From an optimization exercise on the open Yosys and OpenROAD flow, aimed at small area, a short achievable clock period and few clock cycles per item; shortcuts taken in it are not production practice.
At most, simulation tests tie the RTL to the original design; equivalence was not proved.
No activity file was given, so power comes from the tool's default toggle rates.

## checksum_engine
module checksum_engine (
    input  wire        clk,
    input  wire        rst,         
    input  wire        cmd_valid,
    output wire        cmd_ready,
    input  wire [31:0] cmd_data,
    output reg         rsp_valid,
    output reg  [7:0]  rsp_data
);
    reg        rsp_v1;
    reg  [7:0] rsp_d1;
    always @(posedge clk) begin
        rsp_valid <= rsp_v1 && !rst;
        rsp_data  <= rsp_d1;
    end
    localparam KEY_MAX = 16;
    localparam N       = 49;        
    localparam [5:0] STEP = 6'd27;  
    localparam [3:0] F_NONE     = 4'd0;
    localparam [3:0] F_ILLEGAL  = 4'd1;
    localparam [3:0] F_NOKEY    = 4'd2;
    localparam [3:0] F_KEYOVF   = 4'd3;
    localparam [3:0] F_GEOMETRY = 4'd4;
    localparam [3:0] F_MODRANGE = 4'd5;
    localparam [3:0] F_RASTER   = 4'd6;
    reg [31:0] q0, q1;
    reg        v0, v1;
    reg        rdy;
    reg        rdy_o;               
    assign cmd_ready = rdy_o;
    wire push = cmd_valid & rdy;
    reg  rst_d;
    wire rsti = rst_d;
    always @(posedge clk) rst_d <= rst;
    wire pop;
    wire v0_n = pop ? (v1 | push) : (v0 | push);
    wire v1_n = pop ? (v1 & push) : (v1 | (v0 & push));
    always @(posedge clk) rdy_o <= rst | !(v0_n & v1_n);
    always @(posedge clk) begin
        if (rst) begin
            v0  <= 1'b0;
            v1  <= 1'b0;
            rdy <= 1'b1;
        end else begin
            if (pop) begin
                if (v1) begin
                    q0 <= q1;
                    v1 <= push;
                    rdy <= !push;
                    if (push) q1 <= cmd_data;
                end else begin
                    v0 <= push;
                    rdy <= 1'b1;
                    if (push) q0 <= cmd_data;
                end
            end else if (!v0) begin
                v0 <= push;
                rdy <= 1'b1;
                if (push) q0 <= cmd_data;
            end else if (!v1) begin
                v1 <= push;
                rdy <= !push;
                if (push) q1 <= cmd_data;
            end
        end
    end
    reg [15:0] crc;
    reg [8*KEY_MAX-1:0] key;
    reg [4:0]  klen;
    reg [3:0]  ph;
    reg [7:0]  size;
    reg [15:0] scale;
    reg [15:0] border;
  ...
Size in the first run: about 5300 cells after synthesis, ~45 I/O pins, roughly 77000 um^2 of cells after synthesis.
clock: 35.0 ns
lec_check: 0
cap_margin: 20
core_margin: 2
core_utilization: 40
slew_margin: 20
standard.sh (not shown) runs the stock make flow with config.mk's settings and CLKGATE_MAP_FILE= SYNTH_SCRIPT=/design/flow/synth_recipe.tcl, a recipe that flattens the netlist after the stock synthesis.
==> flow/flow/run.sh <==
#!/bin/bash
# Own flow: the standard layout (standard.sh), with the port buffers that
# global placement inserts made sky130_fd_sc_hd__buf_4 instead of the default
# pick (a slow delay buffer). Each ORFS step keeps its own log under
# orfs/logs/; the make output is kept in standard.log.
set -euo pipefail
export BUFFER_PORTS_ARGS="-buffer_cell sky130_fd_sc_hd__buf_4"
bash standard.sh > standard.log 2>&1
Change:
CTS_CLUSTER_DIAMETER = 70   (was unset)
CTS_CLUSTER_SIZE = 20   (was unset)
Final area came out lower by about 4.4%.
Total power fell by 13%.
Die area is unchanged.
First-iteration DRC count went up by 1.6%.
Synthesized cell count is unchanged.
Clock-buffer cell count is lower by 196.
Combinational power hardly moves.
Wire length came out lower by 2.0%.
Core utilization fell by 2.1 points.
Change:
CTS_CLUSTER_DIAMETER = 100   (was 70)
CTS_CLUSTER_SIZE = 30   (was 20)
=>
- clock power is lower by 24%
- power is lower by 7.8%
- clock skew is lower by 0.017 ns
- combinational power is about the same
- design area is lower by 2.5%
- die area is unchanged
- sequential share of layout area is higher by 1.8 points
- setup slack gets better by 0.045 ns
- area after synthesis stays the same
No functional check of the RTL was part of any run of this note.


Setup of run A:
Another version of the RTL of checksum_engine (not shown whole).
Size: about 5300 cells after synthesis, about 0.076 sq mm of cells after synthesis.
==> flow/config.mk <==
export PLATFORM = sky130hd
export DESIGN_NAME = checksum_engine
export DESIGN_NICKNAME = checksum_engine
export VERILOG_FILES = /design/flow/design.v
export SDC_FILE = /design/flow/constraint.sdc
export NUM_CORES = 4
export LEC_CHECK = 0
export CAP_MARGIN = 20
export CORE_MARGIN = 2
export CORE_UTILIZATION = 55
export CTS_CLUSTER_DIAMETER = 70
export CTS_CLUSTER_SIZE = 25
export SLEW_MARGIN = 20
==> flow/constraint.sdc <==
create_clock -name core_clock -period 35.0 [get_ports {clk}]
set_input_delay 7.0000 -clock core_clock [delete_from_list [all_inputs] [get_ports {clk}]]
set_output_delay 7.0000 -clock core_clock [all_outputs]
set_load 0.01 [all_outputs]
Scripts as last shown in full above: flow/flow/run.sh
Testbench counts of run A, summed over its fixed seeds: cycles 597,645, commands 595,965.
### run A -> run B
Settings: CORE_UTILIZATION now 40, was 55; CTS_CLUSTER_SIZE now 20, was 25.
Notes after the runs:
Row total number of vias: run B higher / run A lower. The final cell count in run B is 1.10 times that in run A. Run B went all the way through the flow, and no timing, DRC or antenna check failed. Looking at the reports, run A completed the entire flow and the layout it produced met the timing, design-rule and antenna checks. Run B vs. run A: worst setup slack rose 0.19 ns; part of the total power dissipated in sequential elements went down 1.9 points.

-- separate check: timing with driven ports --
Ports are ideal in the flow. The routed layouts listed here were re-timed in OpenROAD. Step 1: set_driving_cell puts a clkbuf_16 on clk and a buf_2 on each other input, an assumption about the parent block. Step 2 adds t to the input delays and takes it off the output delays; t is the mean of the earliest and latest rising clock arrival at the registers after step 1. Input paths then give back, and output paths get back, about the clock's delay inside the block. Slacks: ideal / step 1 / step 2; pairs: ideal / step 1.
| run | shift t [ns] | slack for setup (ns) | worst hold slack (ns) | latest minus earliest clock arrival (ns) |
|---|---|---|---|---|
| the first run of note 1 | 0.945 | 26.646 / 26.562 / 26.459 | 0.276 / 0.276 / 0.276 | 0.083 / 0.083 |
| the second run of note 1 | 0.898 | 26.699 / 26.615 / 26.469 | 0.289 / 0.289 / 0.289 | 0.081 / 0.081 |
| the third run of note 1 | 0.855 | 26.744 / 26.657 / 26.443 | 0.278 / 0.278 / 0.278 | 0.072 / 0.071 |
| run A | 0.853 | 26.530 / 26.585 / 25.732 | 0.299 / 0.299 / 0.299 | 0.053 / 0.053 |
| run B | 0.896 | 26.723 / 26.638 / 26.480 | 0.308 / 0.308 / 0.308 | 0.056 / 0.056 |
After both steps every run listed still meets setup and hold. For run A, which loses most, drivers alone change the setup slack by +0.055 ns; drivers and shift together by -0.798 ns.
